Source: an optimization exercise on an open RTL-to-GDS flow (aim: small area, a short achievable clock period and few clock cycles). Production flows keep margins and buffers that such runs may drop.
In this exercise RTL edits were held to simulation tests only and were not proved equivalent to the original.
Power is estimated from default activity; no workload was simulated.

==> inputs of 05-11 <==
==> flow/design.v <==
module prng_sampler (
    input  wire        clk,
    input  wire        rst,           
    input  wire        cmd_valid,
    output wire        cmd_ready,
    input  wire [2:0]  cmd_op,
    input  wire [1:0]  cmd_gen,
    input  wire [31:0] cmd_a,
    input  wire [31:0] cmd_b,
    output wire        rsp_valid,
    output wire [31:0] rsp_data,
    output wire [1:0]  rsp_status
);
    parameter K  = 3;                       
    parameter KS = 4;                       
    localparam NSC = 16 / KS;               
    localparam OP_SET = 3'd0, OP_GET = 3'd1, OP_NEXT = 3'd2, OP_UNIFORM = 3'd3;
    localparam G_XS = 2'd0, G_MINSTD = 2'd1, G_MARS = 2'd2, G_SHIFT = 2'd3;
    localparam ST_OK = 2'd0, ST_PARAM = 2'd1, ST_BAD = 2'd2;
    localparam M_NONE = 2'd0, M_DIV = 2'd1, M_CHK = 2'd2;
    reg [31:0] xs_state, minstd_state, mars_state;
    reg [4:0]  sh_a, sh_b, sh_c;
    reg        vld_r;
    reg [2:0]  op_r;
    reg [1:0]  gen_r;
    reg [31:0] a_r, b_r;
    reg [1:0]  mode;
    reg        phase_t;      
    reg [1:0]  g;
    reg [31:0] lower;
    reg [31:0] rem;
    reg [31:0] dv;           
    reg [31:0] d0;           
    reg [4:0]  s0;           
    reg [5:0]  rs;           
    reg        qf;           
    reg        sm;           
    reg [7:0]  srem;         
    reg [7:0]  srng;         
    reg [9:0]  srng3;        
    reg        pv, padd;
    reg [1:0]  pst;
    wire ex = vld_r && (mode == M_NONE);
    assign rsp_valid  = pv;
    assign rsp_status = pst;
    assign rsp_data   = rem + (padd ? lower : 32'd0);
    assign cmd_ready = !vld_r || (mode == M_NONE);
    function [31:0] xs_step(input [31:0] s_in, input [4:0] a, input [4:0] b, input [4:0] c);
        reg [31:0] s;
        begin
            s = s_in;
            s = s ^ (s << a);
            s = s ^ (s >> b);
            s = s ^ (s << c);
            xs_step = s;
        end
    endfunction
    function [30:0] rl(input [30:0] x, input integer k);
        rl = (x << k) | (x >> (31 - k));
    endfunction
    function [61:0] csa(input [30:0] a, input [30:0] b, input [30:0] c);
        reg [30:0] s, m;
        begin
            s = a ^ b ^ c;
            m = (a & b) | (a & c) | (b & c);
            csa = {s, m[29:0], m[30]};
        end
    endfunction
    function [30:0] addm(input [30:0] a, input [30:0] b);
        reg [31:0] s0;
        reg [30:0] t;
        begin
            s0 = {1'b0, a} + {1'b0, b};
            t  = s0[30:0] + {30'd0, s0[31]};
            addm = (&t) ? 31'd0 : t;
        end
    endfunction
    function [31:0] lcg_step(input [31:0] x, input is_m);
        reg [30:0] xl, t0, t1, t2, t3, t4, t5, t6, t7;
        reg [61:0] c0, c1, c2, c3, c4, c5;
        begin
            xl = x[30:0];
            t0 = rl(xl, 16);
            t1 = rl(xl, 4);
            t2 = xl ^ {31{is_m}};
            t3 = is_m ? ~rl(xl, 14) : rl(xl, 12);
            t4 = is_m ? ~rl(xl, 10) : ~rl(xl, 9);
            t5 = is_m ? rl(xl, 7) : ~rl(xl, 6);
            t6 = is_m ? 31'd0 : ~rl(xl, 2);
            t7 = is_m ? (x[31] ? 31'd48271 : 31'd0) : (x[31] ? 31'd431506 : 31'd362437);
            c0 = csa(t0, t1, t2);
            c1 = csa(t3, t4, t5);
            c2 = csa(t6, t7, c0[61:31]);
            c3 = csa(c0[30:0], c1[61:31], c1[30:0]);
            c4 = csa(c2[61:31], c2[30:0], c3[61:31]);
            c5 = csa(c3[30:0], c4[61:31], c4[30:0]);
            lcg_step = {1'b0, addm(c5[61:31], c5[30:0])};
        end
    endfunction
    wire [31:0] xs_nx     = xs_step(xs_state, sh_a, sh_b, sh_c);
    wire [1:0]  dsel   = (mode == M_NONE) ? gen_r : g;
    wire        sel_m  = (dsel == G_MINSTD);
    wire [31:0] lcg_x  = sel_m ? minstd_state : mars_state;
    wire [31:0] lcg_nx = lcg_step(lcg_x, sel_m);
    wire [31:0] shift_word = {11'd0, sh_c, 3'd0, sh_b, 3'd0, sh_a};
    wire [32:0] diff   = {1'b0, b_r} - {1'b0, a_r};
    wire [31:0] range  = diff[31:0];
    wire        a_gt_b = diff[32];
    wire        r_zero = (range == 32'd0);
    wire [31:0] sm1 = range | (range >> 1);
    wire [31:0] sm2 = sm1 | (sm1 >> 2);
    wire [31:0] sm3 = sm2 | (sm2 >> 4);
    wire [31:0] sm4 = sm3 | (sm3 >> 8);
    wire [31:0] rm1 = (sm4 | (sm4 >> 16)) >> 1;
    wire        pow2 = ((range & rm1) == 32'd0);      
    wire is_set  = (op_r == OP_SET);
    wire is_get  = (op_r == OP_GET);
    wire is_next = (op_r == OP_NEXT) && (gen_r != G_SHIFT);
    wire is_uni  = (op_r == OP_UNIFORM) && (gen_r != G_SHIFT);
    wire uni_go  = is_uni && !a_gt_b && !r_zero;
    reg [31:0] nrm;
    reg [4:0]  nsh;
    always @(*) begin
        nrm = range;
        nsh = 5'd0;
        if (nrm[31:16] == 16'd0) begin nrm = nrm << 16; nsh[4] = 1'b1; end
        if (nrm[31:24] == 8'd0)  begin nrm = nrm << 8;  nsh[3] = 1'b1; end
        if (nrm[31:28] == 4'd0)  begin nrm = nrm << 4;  nsh[2] = 1'b1; end
        if (nrm[31:30] == 2'd0)  begin nrm = nrm << 2;  nsh[1] = 1'b1; end
        if (nrm[31] == 1'b0)     begin nrm = nrm << 1;  nsh[0] = 1'b1; end
    end
    reg [31:0] rq [0:K];
    reg        sub_any;
    integer i;
    always @(*) begin
        rq[0] = rem;
        sub_any = 1'b0;
        for (i = 0; i < K; i = i + 1) begin
            if ((rs > i) && (rq[i] >= (dv >> i))) begin
                rq[i+1] = rq[i] - (dv >> i);
                sub_any = 1'b1;
            end else begin
                rq[i+1] = rq[i];
            end
        end
    end
    reg [9:0]  st [0:KS];
    reg [7:0]  sr [0:KS];
    reg [10:0] sd1, sd2, sd3;
    reg        ssub_any;
    integer j;
    always @(*) begin
        sr[0] = srem;
        ssub_any = 1'b0;
        for (j = 0; j < KS; j = j + 1) begin
            st[j] = {sr[j], rem[31-2*j], rem[30-2*j]};
            sd1 = {1'b0, st[j]} - {3'b0, srng};
            sd2 = {1'b0, st[j]} - {2'b0, srng, 1'b0};
            sd3 = {1'b0, st[j]} - {1'b0, srng3};
            if (!sd3[10])      sr[j+1] = sd3[7:0];
            else if (!sd2[10]) sr[j+1] = sd2[7:0];
            else if (!sd1[10]) sr[j+1] = sd1[7:0];
            else               sr[j+1] = st[j][7:0];
            if (!sd1[10]) ssub_any = 1'b1;
        end
    end
    wire small_rng = (range[31:8] == 24'd0);
    wire div_last = sm ? (rs == 6'd1) : (rs <= K);
    wire qf_nx    = qf | (sm ? ssub_any : sub_any);
    reg [31:0] d_state;
    always @(*) begin
        case (dsel)
            G_XS:     d_state = xs_state;
            G_MINSTD: d_state = minstd_state;
            G_MARS:   d_state = mars_state;
            default:  d_state = shift_word;
        endcase
    end
    wire [31:0] d_nx = (dsel == G_XS) ? xs_nx : lcg_nx;
    wire chk_acc = (d_state > rem) || (d0 == 32'h8000_0000);
    wire any_draw = (ex && (is_next || uni_go)) || ((mode == M_CHK) && !chk_acc);
    wire draw_xs  = any_draw && (dsel == G_XS);
    wire draw_ms  = any_draw && (dsel == G_MINSTD);
    wire draw_mr  = any_draw && (dsel == G_MARS);
    wire ex_set   = ex && is_set;
    always @(posedge clk) begin
        if (cmd_ready) begin
            op_r  <= cmd_op;
            gen_r <= cmd_gen;
            a_r   <= cmd_a;
            b_r   <= cmd_b;
        end
        if (rst) begin
            xs_state     <= 32'd0;
            minstd_state <= 32'd0;
            mars_state   <= 32'd0;
            sh_a         <= 5'd1;
            sh_b         <= 5'd3;
            sh_c         <= 5'd10;
            vld_r        <= 1'b0;
            mode         <= M_NONE;
            pv           <= 1'b0;
        end else begin
            pv        <= 1'b0;
            if (cmd_ready) vld_r <= cmd_valid;
            if (draw_xs)                               xs_state <= xs_nx;
            else if (ex_set && gen_r == G_XS)          xs_state <= a_r;
            if (draw_ms)                               minstd_state <= lcg_nx;
            else if (ex_set && gen_r == G_MINSTD)      minstd_state <= a_r;
            if (draw_mr)                               mars_state <= lcg_nx;
            else if (ex_set && gen_r == G_MARS)        mars_state <= a_r;
            if (ex_set && gen_r == G_SHIFT) begin
                sh_a <= a_r[4:0];
                sh_b <= a_r[12:8];
                sh_c <= a_r[20:16];
            end
            if (ex) begin
                pst  <= ST_OK;
                padd <= 1'b0;
                pv   <= 1'b1;
                rem  <= 32'd0;
                case (op_r)
                OP_SET: ;
                OP_GET:  rem <= d_state;
                OP_NEXT: begin
                    if (gen_r == G_SHIFT) pst <= ST_BAD;
                    else rem <= d_nx;
                end
                OP_UNIFORM: begin
                    if (gen_r == G_SHIFT) pst <= ST_BAD;
                    else if (a_gt_b) pst <= ST_PARAM;
                    else if (r_zero) rem <= a_r;
                    else if (pow2) begin
                        rem     <= d_nx & rm1;
                        lower   <= a_r;
                        padd    <= 1'b1;
                    end else begin
                        pv      <= 1'b0;
                        rem     <= d_nx;
                        lower   <= a_r;
                        g       <= gen_r;
                        dv      <= nrm;
                        d0      <= nrm;
                        s0      <= nsh;
                        sm      <= small_rng;
                        srng    <= range[7:0];
                        srng3   <= {2'b0, range[7:0]} + {1'b0, range[7:0], 1'b0};
                        srem    <= 8'd0;
                        rs      <= small_rng ? NSC : {1'b0, nsh} + 6'd1;
                        qf      <= 1'b0;
                        phase_t <= 1'b0;
                        mode    <= M_DIV;
                    end
                end
                default: pst <= ST_BAD;
                endcase
            end else if (mode == M_DIV) begin
                if (sm) begin
                    srem <= sr[KS];
                    rs   <= rs - 6'd1;
                    rem  <= div_last ? {24'd0, sr[KS]} : (rem << (2*KS));
                end else begin
                    rem <= rq[K];
                    dv  <= dv >> K;
                    rs  <= rs - K;
                end
                qf  <= qf_nx;
                if (div_last) begin
                    if (phase_t) begin
                        mode <= M_CHK;
                    end else if (qf_nx) begin
                        mode <= M_NONE;
                        pv   <= 1'b1;
                        padd <= 1'b1;
                        pst  <= ST_OK;
                    end else begin
                        rem     <= sm ? 32'hFFFF_FFFF : ~d0;
                        dv      <= d0;
                        srem    <= 8'd0;
                        rs      <= sm ? NSC : {1'b0, s0} + 6'd1;
                        phase_t <= 1'b1;
                    end
                end
            end else if (mode == M_CHK) begin
                if (chk_acc) begin
                    rem  <= d_state;
                    mode <= M_NONE;
                    pv   <= 1'b1;
                    padd <= 1'b1;
                    pst  <= ST_OK;
                end else begin
                    rem     <= d_nx;
                    dv      <= d0;
                    srem    <= 8'd0;
                    rs      <= sm ? NSC : {1'b0, s0} + 6'd1;
                    qf      <= 1'b0;
                    phase_t <= 1'b0;
                    mode    <= M_DIV;
                end
            end
        end
    end
endmodule
==> flow/run.sh <==
#!/bin/bash
# synth_recipe.tcl (not shown) runs the flow's synth.tcl, then flattens the netlist and writes it again
# the make line also repeats each setting of config.mk as NAME=value (left out here)
make -C /OpenROAD-flow-scripts/flow DESIGN_CONFIG=/design/flow/config.mk WORK_HOME=/design/flow/orfs CLKGATE_MAP_FILE= SYNTH_SCRIPT=/design/flow/synth_recipe.tcl finish
==> flow/config.mk <==
export PLATFORM = sky130hd
export DESIGN_NAME = prng_sampler
export DESIGN_NICKNAME = prng_sampler
export VERILOG_FILES = /design/flow/design.v
export SDC_FILE = /design/flow/constraint.sdc
export NUM_CORES = 4
export LEC_CHECK = 0
export CAP_MARGIN = 10
export CORE_MARGIN = 2
export CORE_UTILIZATION = 50
export PLACE_DENSITY = 0.6
export SETUP_SLACK_MARGIN = 5
export SLEW_MARGIN = 10
==> flow/constraint.sdc <==
create_clock -name core_clock -period 17.0 [get_ports {clk}]
set_input_delay 3.4000 -clock core_clock [delete_from_list [all_inputs] [get_ports {clk}]]
set_output_delay 3.4000 -clock core_clock [all_outputs]
set_load 0.01 [all_outputs]
==> 10-16: changes against 05-11 <==
==> flow/design.v, changed modules only <==
module prng_sampler (
    input  wire        clk,
    input  wire        rst,           
    input  wire        cmd_valid,
    output wire        cmd_ready,
    input  wire [2:0]  cmd_op,
    input  wire [1:0]  cmd_gen,
    input  wire [31:0] cmd_a,
    input  wire [31:0] cmd_b,
    output reg         rsp_valid,
    output reg  [31:0] rsp_data,
    output reg  [1:0]  rsp_status
);
    parameter K = 3;                       
    localparam OP_SET = 3'd0, OP_GET = 3'd1, OP_NEXT = 3'd2, OP_UNIFORM = 3'd3;
    localparam G_XS = 2'd0, G_MINSTD = 2'd1, G_MARS = 2'd2, G_SHIFT = 2'd3;
    localparam ST_OK = 2'd0, ST_PARAM = 2'd1, ST_BAD = 2'd2;
    localparam M_NONE = 2'd0, M_DIV = 2'd1, M_CHK = 2'd2;
    reg [31:0] xs_state, minstd_state, mars_state;
    reg [4:0]  sh_a, sh_b, sh_c;
    reg        vld_r;
    reg [2:0]  op_r;
    reg [1:0]  gen_r;
    reg [31:0] a_r, b_r;
    reg [1:0]  mode;
    reg        phase_t;      
    reg [1:0]  g;
    reg [31:0] lower;
    reg [31:0] rem;
    reg [31:0] dv;           
    reg [31:0] d0;           
    reg [4:0]  s0;           
    reg [5:0]  rs;           
    reg        qf;           
    reg        pv, padd;
    reg [1:0]  pst;
    wire ex = vld_r && (mode == M_NONE);
    assign cmd_ready = !vld_r || (mode == M_NONE);
    function [31:0] xs_step(input [31:0] s_in, input [4:0] a, input [4:0] b, input [4:0] c);
        reg [31:0] s;
        begin
            s = s_in;
            s = s ^ (s << a);
            s = s ^ (s >> b);
            s = s ^ (s << c);
            xs_step = s;
        end
    endfunction
    function [30:0] rl(input [30:0] x, input integer k);
        rl = (x << k) | (x >> (31 - k));
    endfunction
    function [61:0] csa(input [30:0] a, input [30:0] b, input [30:0] c);
        reg [30:0] s, m;
        begin
            s = a ^ b ^ c;
            m = (a & b) | (a & c) | (b & c);
            csa = {s, m[29:0], m[30]};
        end
    endfunction
    function [30:0] addm(input [30:0] a, input [30:0] b);
        reg [31:0] s0, s1;
        reg [30:0] t;
        begin
            s0 = {1'b0, a} + {1'b0, b};
            s1 = {1'b0, a} + {1'b0, b} + 32'd1;
            t  = s0[31] ? s1[30:0] : s0[30:0];
            addm = (&t) ? 31'd0 : t;
        end
    endfunction
    function [31:0] lcg_step(input [31:0] x, input is_m);
        reg [30:0] xl, t0, t1, t2, t3, t4, t5, t6, t7;
        reg [61:0] c0, c1, c2, c3, c4, c5;
        begin
            xl = x[30:0];
            t0 = rl(xl, 16);
            t1 = rl(xl, 4);
            t2 = xl ^ {31{is_m}};
            t3 = is_m ? ~rl(xl, 14) : rl(xl, 12);
            t4 = is_m ? ~rl(xl, 10) : ~rl(xl, 9);
            t5 = is_m ? rl(xl, 7) : ~rl(xl, 6);
            t6 = is_m ? 31'd0 : ~rl(xl, 2);
            t7 = is_m ? (x[31] ? 31'd48271 : 31'd0) : (x[31] ? 31'd431506 : 31'd362437);
            c0 = csa(t0, t1, t2);
            c1 = csa(t3, t4, t5);
            c2 = csa(t6, t7, c0[61:31]);
            c3 = csa(c0[30:0], c1[61:31], c1[30:0]);
            c4 = csa(c2[61:31], c2[30:0], c3[61:31]);
            c5 = csa(c3[30:0], c4[61:31], c4[30:0]);
            lcg_step = {1'b0, addm(c5[61:31], c5[30:0])};
        end
    endfunction
    wire [31:0] xs_nx     = xs_step(xs_state, sh_a, sh_b, sh_c);
    wire [1:0]  dsel   = (mode == M_NONE) ? gen_r : g;
    wire        sel_m  = (dsel == G_MINSTD);
    wire [31:0] lcg_x  = sel_m ? minstd_state : mars_state;
    wire [31:0] lcg_nx = lcg_step(lcg_x, sel_m);
    wire [31:0] shift_word = {11'd0, sh_c, 3'd0, sh_b, 3'd0, sh_a};
    wire [32:0] diff   = {1'b0, b_r} - {1'b0, a_r};
    wire [31:0] range  = diff[31:0];
    wire        a_gt_b = diff[32];
    wire        r_zero = (range == 32'd0);
    wire [31:0] rm1    = b_r + ~a_r;                  
    wire        pow2   = ((range & rm1) == 32'd0);    
    wire is_set  = (op_r == OP_SET);
    wire is_get  = (op_r == OP_GET);
    wire is_next = (op_r == OP_NEXT) && (gen_r != G_SHIFT);
    wire is_uni  = (op_r == OP_UNIFORM) && (gen_r != G_SHIFT);
    wire uni_go  = is_uni && !a_gt_b && !r_zero;
    reg [31:0] nrm;
    reg [4:0]  nsh;
    always @(*) begin
        nrm = range;
        nsh = 5'd0;
        if (nrm[31:16] == 16'd0) begin nrm = nrm << 16; nsh[4] = 1'b1; end
        if (nrm[31:24] == 8'd0)  begin nrm = nrm << 8;  nsh[3] = 1'b1; end
        if (nrm[31:28] == 4'd0)  begin nrm = nrm << 4;  nsh[2] = 1'b1; end
        if (nrm[31:30] == 2'd0)  begin nrm = nrm << 2;  nsh[1] = 1'b1; end
        if (nrm[31] == 1'b0)     begin nrm = nrm << 1;  nsh[0] = 1'b1; end
    end
    reg [31:0] rq [0:K];
    reg        sub_any;
    integer i;
    always @(*) begin
        rq[0] = rem;
        sub_any = 1'b0;
        for (i = 0; i < K; i = i + 1) begin
            if ((rs > i) && (rq[i] >= (dv >> i))) begin
                rq[i+1] = rq[i] - (dv >> i);
                sub_any = 1'b1;
            end else begin
                rq[i+1] = rq[i];
            end
        end
    end
    wire div_last = (rs <= K);
    wire qf_nx    = qf | sub_any;
    reg [31:0] d_state;
    always @(*) begin
        case (dsel)
            G_XS:     d_state = xs_state;
            G_MINSTD: d_state = minstd_state;
            G_MARS:   d_state = mars_state;
            default:  d_state = shift_word;
        endcase
    end
    wire [31:0] d_nx = (dsel == G_XS) ? xs_nx : lcg_nx;
    wire chk_acc = (d_state > rem) || (d0 == 32'h8000_0000);
    wire any_draw = (ex && (is_next || uni_go)) || ((mode == M_CHK) && !chk_acc);
    wire draw_xs  = any_draw && (dsel == G_XS);
    wire draw_ms  = any_draw && (dsel == G_MINSTD);
    wire draw_mr  = any_draw && (dsel == G_MARS);
    wire ex_set   = ex && is_set;
    always @(posedge clk) begin
        if (cmd_ready) begin
            op_r  <= cmd_op;
            gen_r <= cmd_gen;
            a_r   <= cmd_a;
            b_r   <= cmd_b;
        end
        rsp_data   <= rem + (padd ? lower : 32'd0);
        rsp_status <= pst;
        if (rst) begin
            xs_state     <= 32'd0;
            minstd_state <= 32'd0;
            mars_state   <= 32'd0;
            sh_a         <= 5'd1;
            sh_b         <= 5'd3;
            sh_c         <= 5'd10;
            vld_r        <= 1'b0;
            mode         <= M_NONE;
            pv           <= 1'b0;
            rsp_valid    <= 1'b0;
        end else begin
            rsp_valid <= pv;
            pv        <= 1'b0;
            if (cmd_ready) vld_r <= cmd_valid;
            if (draw_xs)                               xs_state <= xs_nx;
            else if (ex_set && gen_r == G_XS)          xs_state <= a_r;
            if (draw_ms)                               minstd_state <= lcg_nx;
            else if (ex_set && gen_r == G_MINSTD)      minstd_state <= a_r;
            if (draw_mr)                               mars_state <= lcg_nx;
            else if (ex_set && gen_r == G_MARS)        mars_state <= a_r;
            if (ex_set && gen_r == G_SHIFT) begin
                sh_a <= a_r[4:0];
                sh_b <= a_r[12:8];
                sh_c <= a_r[20:16];
            end
            if (ex) begin
                pst  <= ST_OK;
                padd <= 1'b0;
                pv   <= 1'b1;
                rem  <= 32'd0;
                case (op_r)
                OP_SET: ;
                OP_GET:  rem <= d_state;
                OP_NEXT: begin
                    if (gen_r == G_SHIFT) pst <= ST_BAD;
                    else rem <= d_nx;
                end
                OP_UNIFORM: begin
                    if (gen_r == G_SHIFT) pst <= ST_BAD;
                    else if (a_gt_b) pst <= ST_PARAM;
                    else if (r_zero) rem <= a_r;
                    else if (pow2) begin
                        rem     <= d_nx & rm1;
                        lower   <= a_r;
                        padd    <= 1'b1;
                    end else begin
                        pv      <= 1'b0;
                        rem     <= d_nx;
                        lower   <= a_r;
                        g       <= gen_r;
                        dv      <= nrm;
                        d0      <= nrm;
                        s0      <= nsh;
                        rs      <= {1'b0, nsh} + 6'd1;
                        qf      <= 1'b0;
                        phase_t <= 1'b0;
                        mode    <= M_DIV;
                    end
                end
                default: pst <= ST_BAD;
                endcase
            end else if (mode == M_DIV) begin
                rem <= rq[K];
                dv  <= dv >> K;
                rs  <= rs - K;
                qf  <= qf_nx;
                if (div_last) begin
                    if (phase_t) begin
                        mode <= M_CHK;
                    end else if (qf_nx) begin
                        mode <= M_NONE;
                        pv   <= 1'b1;
                        padd <= 1'b1;
                        pst  <= ST_OK;
                    end else begin
                        rem     <= ~d0;
                        dv      <= d0;
                        rs      <= {1'b0, s0} + 6'd1;
                        phase_t <= 1'b1;
                    end
                end
            end else if (mode == M_CHK) begin
                if (chk_acc) begin
                    rem  <= d_state;
                    mode <= M_NONE;
                    pv   <= 1'b1;
                    padd <= 1'b1;
                    pst  <= ST_OK;
                end else begin
                    rem     <= d_nx;
                    dv      <= d0;
                    rs      <= {1'b0, s0} + 6'd1;
                    qf      <= 1'b0;
                    phase_t <= 1'b0;
                    mode    <= M_DIV;
                end
            end
        end
    end
endmodule
--- a/flow/config.mk
+++ b/flow/config.mk
@@ -7,7 +7,6 @@
 export LEC_CHECK = 0
-export CAP_MARGIN = 10
+export CAP_MARGIN = 20
 export CORE_MARGIN = 2
-export CORE_UTILIZATION = 50
+export CORE_UTILIZATION = 40
 export PLACE_DENSITY = 0.6
-export SETUP_SLACK_MARGIN = 5
-export SLEW_MARGIN = 10
+export SLEW_MARGIN = 20
==> comparison table <==
|  | 05-11 | 10-16 |
|---|---|---|
| Maximum ir drop on the vdd rail | 0.2375 mV | 0.3107 mV |
| CP max-delay cell | fa_1 | nand2b_2 |
| Number of setup buffers added after CTS | 2 | 0 |
| Post-Syn Area per Cell | 8.047 um^2 | 7.989 um^2 |
| Final worst clock skew | 0.03144 ns | 0.04038 ns |
| Hold path startpoint | minstd_state[26] | pst[1] |
| Final worst-path setup slack | 5.357 ns | 4.312 ns |
| Post-synthesis share of cell area spent on xor and xnor gates | 0.05432 | 0.06381 |
| Via density per instance | 6.877 | 6.616 |
| Final min period | 11.64 ns | 12.69 ns |
| Wire length the detailed router placed on met1 | 86880 um | 93530 um |
| Status | finished with violations | timing/DRC/antenna clean |
| Violated checks | capacitance limit, slew limit | - |
| WL met2 | 101400 um | 102900 um |
| Antenna diode count | 2 | 8 |
Testbench counts of 05-11, summed over its fixed seeds: cycles 14,988.
Testbench counts of 10-16, summed over its fixed seeds: cycles 21,957.

what the ideal ports hide:
In the flow no input, the clock included, has a driving cell. The finished layouts below were timed again as built, in two steps.
Step 1, drivers: a clkbuf_16 drives clk and a buf_2 each remaining input, both assumed.
Step 2, shift: input delay + t, output delay - t, t = (earliest + latest rising clock arrival at the registers) / 2. This alone moves slack from input paths to output paths.
Three values: ideal, step 1, step 2; two values: the first two.
run	t, ns	setup slack, ns	hold WS [ns]	slew at the worst register clock pin (ns)
05-11	0.689	5.357 / 5.357 / 5.357	0.518 / 0.518 / 0.518	0.07 / 0.07
10-16	0.712	4.312 / 4.312 / 4.312	0.350 / 0.350 / 0.350	0.08 / 0.08
